Context: an optimization exercise on an open-source flow, tuned for small area, a short achievable clock period and few clock cycles. The choices shown serve that exercise and are no tape-out recipe.
In this exercise RTL edits were held to simulation tests only and were not proved equivalent to the original.
Power and IR drop assume default switching activity.

==> design.v <==
module glz_model (
    input  wire        clk,
    input  wire        rst,         
    input  wire        cmd_valid,
    output wire        cmd_ready,
    input  wire [7:0]  cmd_op,
    input  wire [31:0] cmd_arg,
    output reg         rsp_valid,
    output reg  [7:0]  rsp_err,
    output reg  [31:0] rsp_res0,
    output reg  [31:0] rsp_res1
);
    localparam NB = 32;             
    localparam CW = 16;             
    localparam OP_NOP         = 8'h00;
    localparam OP_HIST_CLEAR  = 8'h20;
    localparam OP_HIST_INC    = 8'h21;
    localparam OP_HIST_DEC    = 8'h22;
    localparam OP_HIST_GET    = 8'h23;
    localparam OP_HIST_BOUND  = 8'h24;
    localparam OP_HIST_SORT   = 8'h26;
    localparam OP_TABLE_CLEAR = 8'h32;
    localparam OP_MAP_ENC     = 8'h33;
    localparam OP_MAP_DEC     = 8'h34;
    localparam OP_TABLE_READ  = 8'h35;
    localparam OP_RICE_SEARCH = 8'h42;
    localparam E_OK        = 8'h00;
    localparam E_CAPACITY  = 8'h09;
    localparam E_UNDERFLOW = 8'h0C;
    localparam E_OVERFLOW  = 8'h0D;
    localparam E_ILLEGAL   = 8'h0E;
    localparam S_IDLE   = 2'd0;
    localparam S_SORT   = 2'd1;
    localparam S_SEARCH = 2'd2;
    localparam S_MAP    = 2'd3;
    reg [1:0]    state;
    reg [CW-1:0] cnt [0:NB-1];
    reg [5:0]    fixlen;            
    reg [5:0]    hwm;               
    reg [4:0]    enc_tbl [0:NB-1];  
    reg [4:0]    dec_tbl [0:NB-1];  
    reg          remap_en;
    reg [5:0]    tbl_b;             
    wire [5:0]   bound = (fixlen > hwm) ? fixlen : hwm;
    assign cmd_ready = (state == S_IDLE);
    wire accept = cmd_valid && cmd_ready;
    wire         arg_in_range = (cmd_arg < NB);
    wire [4:0]   arg_sym      = cmd_arg[4:0];
    reg [5:0]    sort_b;            
    reg [4:0]    sort_s;            
    reg [5:0]    sort_rank;
    integer      t;
    always @(*) begin
        sort_rank = 6'd0;
        for (t = 0; t < NB; t = t + 1) begin
            if (t < sort_b) begin
                if ((cnt[t] > cnt[sort_s]) ||
                    ((cnt[t] == cnt[sort_s]) && (t < sort_s)))
                    sort_rank = sort_rank + 6'd1;
            end
        end
    end
    reg [5:0]    srch_bnd;
    reg [2:0]    srch_kmax;
    reg [2:0]    srch_k;
    reg [4:0]    srch_n;
    reg [5:0]    srch_base;         
    reg [4:0]    srch_off;          
    reg [31:0]   srch_acc;
    reg [2:0]    srch_best;
    reg [31:0]   srch_bestcost;
    wire [5:0]   srch_m   = remap_en ? (srch_base + {1'b0, enc_tbl[srch_off]})
                                     : {1'b0, srch_n};
    wire [6:0]   srch_len = {1'b0, (srch_m >> srch_k)} + 7'd1 + {4'd0, srch_k};
    wire [31:0]  srch_term = cnt[srch_n] * srch_len;
    wire [31:0]  srch_sum  = srch_acc + srch_term;
    wire         srch_last_n = ({1'b0, srch_n} == srch_bnd - 6'd1);
    function [2:0] ceil_log2;
        input [5:0] b;
        begin
            if (b <= 6'd2)       ceil_log2 = 3'd1;
            else if (b <= 6'd4)  ceil_log2 = 3'd2;
            else if (b <= 6'd8)  ceil_log2 = 3'd3;
            else if (b <= 6'd16) ceil_log2 = 3'd4;
            else                 ceil_log2 = 3'd5;
        end
    endfunction
    reg [31:0]   map_n;
    reg          map_dir;           
    reg [31:0]   map_shift;         
    reg [5:0]    map_rem;
    reg [5:0]    map_i;
    wire [6:0]   map_trial = {map_rem, map_shift[31]};
    wire [5:0]   map_rem_next = (map_trial >= {1'b0, tbl_b}) ? (map_trial[5:0] - tbl_b)
                                                             : map_trial[5:0];
    wire [4:0]   map_r = map_rem_next[4:0];
    wire [32:0]  map_end = {1'b0, map_n} - {27'd0, map_rem_next} + {27'd0, tbl_b};
    wire         map_top = map_end[32] && (map_end[31:0] != 32'd0);
    wire [4:0]   map_perm = map_dir ? dec_tbl[map_r] : enc_tbl[map_r];
    wire [31:0]  map_result = map_top ? map_n
                                          : (map_n - {26'd0, map_rem_next} + {27'd0, map_perm});
    integer i;
    always @(posedge clk) begin
        if (rst) begin
            state     <= S_IDLE;
            fixlen    <= 6'd0;
            hwm       <= 6'd0;
            remap_en  <= 1'b0;
            tbl_b     <= 6'd0;
            for (i = 0; i < NB; i = i + 1)
                cnt[i] <= {CW{1'b0}};
            rsp_valid <= 1'b0;
            rsp_err   <= E_OK;
            rsp_res0  <= 32'd0;
            rsp_res1  <= 32'd0;
        end else begin
            rsp_valid <= 1'b0;
            case (state)
            S_IDLE: begin
                if (accept) begin
                    rsp_err  <= E_OK;
                    rsp_res0 <= 32'd0;
                    rsp_res1 <= 32'd0;
                    case (cmd_op)
                    OP_NOP: begin
                        rsp_valid <= 1'b1;
                    end
                    OP_HIST_CLEAR: begin
                        rsp_valid <= 1'b1;
                        if (cmd_arg > NB) begin
                            rsp_err <= E_CAPACITY;
                        end else begin
                            for (i = 0; i < NB; i = i + 1)
                                cnt[i] <= {CW{1'b0}};
                            fixlen <= cmd_arg[5:0];
                            hwm    <= 6'd0;
                        end
                    end
                    OP_HIST_INC: begin
                        rsp_valid <= 1'b1;
                        if (!arg_in_range) begin
                            rsp_err <= E_CAPACITY;
                        end else if (cnt[arg_sym] == {CW{1'b1}}) begin
                            rsp_err <= E_OVERFLOW;
                        end else begin
                            cnt[arg_sym] <= cnt[arg_sym] + 1'b1;
                            if ({1'b0, arg_sym} >= hwm)
                                hwm <= {1'b0, arg_sym} + 6'd1;
                        end
                    end
                    OP_HIST_DEC: begin
                        rsp_valid <= 1'b1;
                        if (!arg_in_range) begin
                            rsp_err <= E_CAPACITY;
                        end else if (cnt[arg_sym] == {CW{1'b0}}) begin
                            rsp_err <= E_UNDERFLOW;
                        end else begin
                            cnt[arg_sym] <= cnt[arg_sym] - 1'b1;
                        end
                    end
                    OP_HIST_GET: begin
                        rsp_valid <= 1'b1;
                        if (arg_in_range)
                            rsp_res0 <= {{(32-CW){1'b0}}, cnt[arg_sym]};
                    end
                    OP_HIST_BOUND: begin
                        rsp_valid <= 1'b1;
                        rsp_res0  <= {26'd0, bound};
                    end
                    OP_HIST_SORT: begin
                        if (bound == 6'd0) begin
                            rsp_valid <= 1'b1;
                            remap_en  <= 1'b0;
                            tbl_b     <= 6'd0;
                        end else begin
                            state  <= S_SORT;
                            sort_b <= bound;
                            sort_s <= 5'd0;
                        end
                    end
                    OP_TABLE_CLEAR: begin
                        rsp_valid <= 1'b1;
                        remap_en  <= 1'b0;
                        tbl_b     <= 6'd0;
                    end
                    OP_TABLE_READ: begin
                        rsp_valid <= 1'b1;
                        if (remap_en && (cmd_arg < {26'd0, tbl_b})) begin
                            rsp_res0 <= {27'd0, dec_tbl[arg_sym]};
                            rsp_res1 <= {27'd0, enc_tbl[arg_sym]};
                        end
                    end
                    OP_MAP_ENC, OP_MAP_DEC: begin
                        if (!remap_en) begin
                            rsp_valid <= 1'b1;
                            rsp_res0  <= cmd_arg;
                        end else begin
                            state     <= S_MAP;
                            map_n     <= cmd_arg;
                            map_dir   <= (cmd_op == OP_MAP_DEC);
                            map_shift <= cmd_arg;
                            map_rem   <= 6'd0;
                            map_i     <= 6'd0;
                        end
                    end
                    OP_RICE_SEARCH: begin
                        if (bound == 6'd0) begin
                            rsp_valid <= 1'b1;
                        end else begin
                            state         <= S_SEARCH;
                            srch_bnd      <= bound;
                            srch_kmax     <= (bound <= 6'd1) ? 3'd0 : ceil_log2(bound);
                            srch_k        <= 3'd0;
                            srch_n        <= 5'd0;
                            srch_base     <= 6'd0;
                            srch_off      <= 5'd0;
                            srch_acc      <= 32'd0;
                            srch_best     <= 3'd0;
                            srch_bestcost <= 32'd0;
                        end
                    end
                    default: begin
                        rsp_valid <= 1'b1;
                        rsp_err   <= E_ILLEGAL;
                    end
                    endcase
                end
            end
            S_SORT: begin
                enc_tbl[sort_s]         <= sort_rank[4:0];
                dec_tbl[sort_rank[4:0]] <= sort_s;
                sort_s <= sort_s + 5'd1;
                if ({1'b0, sort_s} == sort_b - 6'd1) begin
                    state     <= S_IDLE;
                    tbl_b     <= sort_b;
                    remap_en  <= 1'b1;
                    rsp_valid <= 1'b1;
                    rsp_res0  <= {26'd0, sort_b};
                end
            end
            S_SEARCH: begin
                if (srch_last_n) begin
                    if ((srch_k == 3'd0) || (srch_sum < srch_bestcost)) begin
                        srch_best     <= srch_k;
                        srch_bestcost <= srch_sum;
                    end
                    if (srch_k == srch_kmax) begin
                        state     <= S_IDLE;
                        rsp_valid <= 1'b1;
                        if ((srch_k == 3'd0) || (srch_sum < srch_bestcost)) begin
                            rsp_res0 <= {29'd0, srch_k};
                            rsp_res1 <= srch_sum;
                        end else begin
                            rsp_res0 <= {29'd0, srch_best};
                            rsp_res1 <= srch_bestcost;
                        end
                    end
                    srch_k    <= srch_k + 3'd1;
                    srch_n    <= 5'd0;
                    srch_base <= 6'd0;
                    srch_off  <= 5'd0;
                    srch_acc  <= 32'd0;
                end else begin
                    srch_n   <= srch_n + 5'd1;
                    srch_acc <= srch_sum;
                    if ({1'b0, srch_off} == tbl_b - 6'd1) begin
                        srch_off  <= 5'd0;
                        srch_base <= srch_base + tbl_b;
                    end else begin
                        srch_off  <= srch_off + 5'd1;
                    end
                end
            end
            S_MAP: begin
                map_rem   <= map_rem_next;
                map_shift <= {map_shift[30:0], 1'b0};
                map_i     <= map_i + 6'd1;
                if (map_i == 6'd31) begin
                    state     <= S_IDLE;
                    rsp_valid <= 1'b1;
                    rsp_res0  <= map_result;
                end
            end
            default: state <= S_IDLE;
            endcase
        end
    end
endmodule
==> run.sh <==
#!/bin/bash
# synth_recipe.tcl (not shown) runs the flow's synth.tcl, then flattens the netlist and writes it again
# the make line also repeats each setting of config.mk as NAME=value (left out here)
make -C /OpenROAD-flow-scripts/flow DESIGN_CONFIG=/design/flow/config.mk WORK_HOME=/design/flow/orfs CLKGATE_MAP_FILE= SYNTH_SCRIPT=/design/flow/synth_recipe.tcl finish
==> config.mk <==
export PLATFORM = sky130hd
export DESIGN_NAME = glz_model
export DESIGN_NICKNAME = glz_model
export VERILOG_FILES = /design/flow/design.v
export SDC_FILE = /design/flow/constraint.sdc
export NUM_CORES = 4
export LEC_CHECK = 0
export CAP_MARGIN = 20
export CORE_MARGIN = 2
export CORE_UTILIZATION = 40
export SLEW_MARGIN = 20
==> constraint.sdc <==
create_clock -name core_clock -period 24.0 [get_ports {clk}]
set_input_delay 4.8000 -clock core_clock [delete_from_list [all_inputs] [get_ports {clk}]]
set_output_delay 4.8000 -clock core_clock [all_outputs]
set_load 0.01 [all_outputs]
==> results.txt <==
-- through the flow --
step	setup WS, ps	area, um^2	std cells
floorplan	759	85700	7776
global route	-41.8	95800	10700
finish	1350	95900	10800
detailed placement	1040	90900	10500
global placement	1100	90900	10500
CTS	965	95500	10700
-- final timing paths --
check / cells past startpoint / end / slack [ps]
hold / removal: 2 / rsp_res1[28]$_SDFFE_PP0P_ / 450
setup / recovery: 114 / dec_tbl[9][2]$_DFFE_PP_ / 1350
hold reg to reg: 2 / rsp_res1[28]$_SDFFE_PP0P_ / 450
setup reg to reg: 114 / dec_tbl[9][2]$_DFFE_PP_ / 1350
-- state kept, by name, summed over array words and instances (netlist names), 3 cells and up, named ones only --
name           count
map_i              6
srch_kmax          3
srch_base          6
hwm                6
dec_tbl          160
rsp_err            4
srch_acc          32
map_rem            6
enc_tbl          160
rsp_res0          32
srch_best          3
srch_off           5
sort_s             5
srch_n             5
tbl_b              6
srch_bestcost     32
srch_k             3
map_n             32
sort_b             6
fixlen             6
srch_bnd           6
cnt              512
rsp_res1          32
map_shift         32
-- area by class of cell --
class | count | area [um^2]
antenna | 11 | 27.5
tap | 2821 | 3530
fill | 19600 | 117000
multi-input combinational | 5793 | 50500
sequential | 1120 | 32600
inverter | 394 | 1480
timing repair buffer | 359 | 3130
clock inverter | 94 | 965
clock buffer | 161 | 3600
-- per-layer routing --
layer  vias up  track usage  share of wire
li1      29500            -              -
met2      4489        0.471           0.43
met1     35100        0.417           0.39
met4        12        0.174          0.065
met5         -      0.00154        0.00029
met3       869       0.0943           0.12
-- tightest hold or removal path, cell delays in order (launching register included) --
cell and delay (ps):
dfxtp_1 310, nand2_1 50, a21oi_1 50
-- cells in the final DEF, fill, tap and decap left out, drive strengths merged, types with 32 or more instances in the layout --
| master | count |
|---|---|
| a211oi | 58 |
| a21o | 119 |
| a21oi | 368 |
| a22oi | 79 |
| a311oi | 67 |
| a31oi | 55 |
| and2 | 50 |
| and3 | 102 |
| buf | 250 |
| clkbuf | 161 |
| clkdlybuf4s50 | 109 |
| clkinv | 57 |
| dfxtp | 105 |
| edfxtp | 1015 |
| fa | 105 |
| ha | 722 |
| inv | 410 |
| mux2 | 62 |
| mux2i | 89 |
| mux4 | 585 |
| nand2 | 725 |
| nand2b | 66 |
| nand3 | 176 |
| nand4 | 146 |
| nor2 | 923 |
| nor2b | 98 |
| nor3 | 101 |
| nor4 | 46 |
| o211ai | 32 |
| o21a | 80 |
| o21ai | 210 |
| o21bai | 43 |
| o22ai | 65 |
| xnor2 | 191 |
| xor2 | 80 |
-- repair_timing --
item | in CTS | in global routing
setup endpoints to repair | 0 | 192
gates resized for setup | 0 | 25
buffers inserted | 0 | 17
-- cell families after synthesis --
kind of cell | after synthesis | synth area share
adder cells (fa/ha/maj) | 827 | 0.130
XOR/XNOR | 288 | 0.0349
AND/OR/NAND/NOR | 2557 | 0.137
flip-flops | 1120 | 0.380
other | 1 | 0.0000438
multiplexers | 736 | 0.172
buffers and inverters | 864 | 0.0386
AO/OA/AOI/OAI | 1380 | 0.107
-- power by group --
part           switching [mW]  leakage, nW  internal, mW
combinational           0.528         23.2         0.299
sequential             0.0604         10.8          2.16
clock                   0.944         2.22          1.23
total                    1.53         36.2          3.69
==> summary.txt <==
Logic synthesis
  • Sequential area share after synthesis: 0.380
  • Yosys warning total: 1
  • Share of the synthesized area in the top cell type: 0.356
  • Area of the mapped netlist: 85700 um^2
  • Count leader, synth: edfxtp_1
  • Syn Area/Cell: between 10 and 15 um^2
  • Synth Flop Type: edfxtp_1
  • Synth cell types: 104
  • Synth area leaders: edfxtp_1 36%, mux4_2 15%, ha_1 11%
  • Synth area leader: edfxtp_1
  • Seq cells post-synth: between 1000 and 1500
  • FFs w/ async S/R, synth: 0
  • Post-synth EDFFs: just over 1000
  • Mapped Cells: 7773
  • Commonest cells in the netlist: 1015 x edfxtp_1, 923 x nor2_1, 725 x nand2_1

Clock tree
  • TritonCTS clock tree: built
  • H-tree depth: 4
  • Clock Latency Late Sink: 840 ps
  • CTS buffer count: 138
  • Clk buf depth: 3
  • Clock root cell: clkbuf_16
  • Hold_buf cts: 0
  • Clock sink total: 1120
  • Clk slew on worst S/H paths: 70 ps

Global routing
  • Initial antenna violation count: 22
  • Vias in the first global route: 66400
  • Global route total overflow: 0
  • Global-route usage over all layers: 0.318
  • Pin count of the biggest net entering global routing: 82
  • First-pass GRT wire length: just under 500 mm

Floorplan
  • Die Wd: 467 um
  • Num ports: 117
  • Core footprint: about 210000 um^2
  • # rows: roughly 170
  • Die H: 467 um
  • Die area: ~220000 um^2
  • Initial Util: 0.403

Worst setup path
  • Worst-path fanout max: 6
  • CP Class: flip-flop to flip-flop
  • CP startpoint kind: flip-flop
  • CP max-delay cell: mux4_2
  • CP Capture Type: flip-flop
  • Buffers & Inverters on Critical Path: 11
  • Max incr delay on CP: 620 ps
  • Critical Path RT: roughly 24000 ps
  • Crit-path leading delay family: compound AO/OA/AOI/OAI gates
  • Worst path most repeated cell: ha_1
  • CP arrival: 23120 ps

STA
  • Slew HR: 0.129
  • TNS Setup: 0 ps
  • Fin crit share: 0.944
  • Final hold viol count: 0
  • Slew Viols, Final: 0
  • Slew at the pin with the worst max-slew slack: 1300 ps
  • Min Tclk post-route: 22650 ps
  • Hold WS: 453 ps
  • Finish-stage setup viols: 0
  • Max Freq: ~44 MHz
  • Skew final: ~56 ps

Run status
  • Outcome: finished clean

Routing
  • Routed Antenna Nets: 0
  • Wire length per cell: between 30 and 40 um
  • Drt pass-1 iters: 7
  • Vias/cell: 6.51
  • Post-detailed-routing wire length: 354 mm
  • Routed vias: 70000
  • # DRC: 0
  • Initial DRC count: 9369

Final layout
  • Share of layout cells above drive strength 1: 0.163
  • Final #Nets: 8676
  • Fin util: 0.451
  • Synth-to-layout area growth: 11.9%

Pwr
  • PD cells: roughly 54 nW/um^2
  • Leak Pwr: 36.2 nW
  • Total power draw: approximately 5.2 mW
  • VDD IR max: 75.3 uV

Min path
  • Min-delay src: rsp_res1[28]$_SDFFE_PP0P_
  • Hold WC Path Type: flip-flop to flip-flop

Flow run
  • Maxcap violations: 0

Placement
  • GPL Wtd Cong: around 1.0
  • Port Buffers: approximately 110
  • Hpwl dp: 261 mm
Testbench counts, summed over its fixed seeds: cycles 47,734.

## afterwards: timing with drivers on the ports
Ports are ideal in the flow. The routed layout listed here was re-timed in OpenROAD. Step 1 (the two cells are an assumption about what drives the block):
set clk [get_ports {clk}]
set_driving_cell -lib_cell sky130_fd_sc_hd__clkbuf_16 $clk
set_driving_cell -lib_cell sky130_fd_sc_hd__buf_2 [delete_from_list [all_inputs] $clk]
Step 2 also shifts input and output timing later by t, the mid clock arrival at the registers, as if the neighbouring blocks saw the same clock. Three values: ideal ports, drivers, drivers and shift; two values: the first two.
t (ns): 0.907
slack for setup (ns): 1.351 / 1.351 / 1.351
slew at the worst register clock pin (ns): 0.07 / 0.07
worst data-port slew with drivers (ns): 0.10
cell pins on the clock port's net: 1
After both steps setup and hold are still met in this run. The setup slack of this run moves by 0.000 ns with the drivers and by 0.000 ns with both steps.
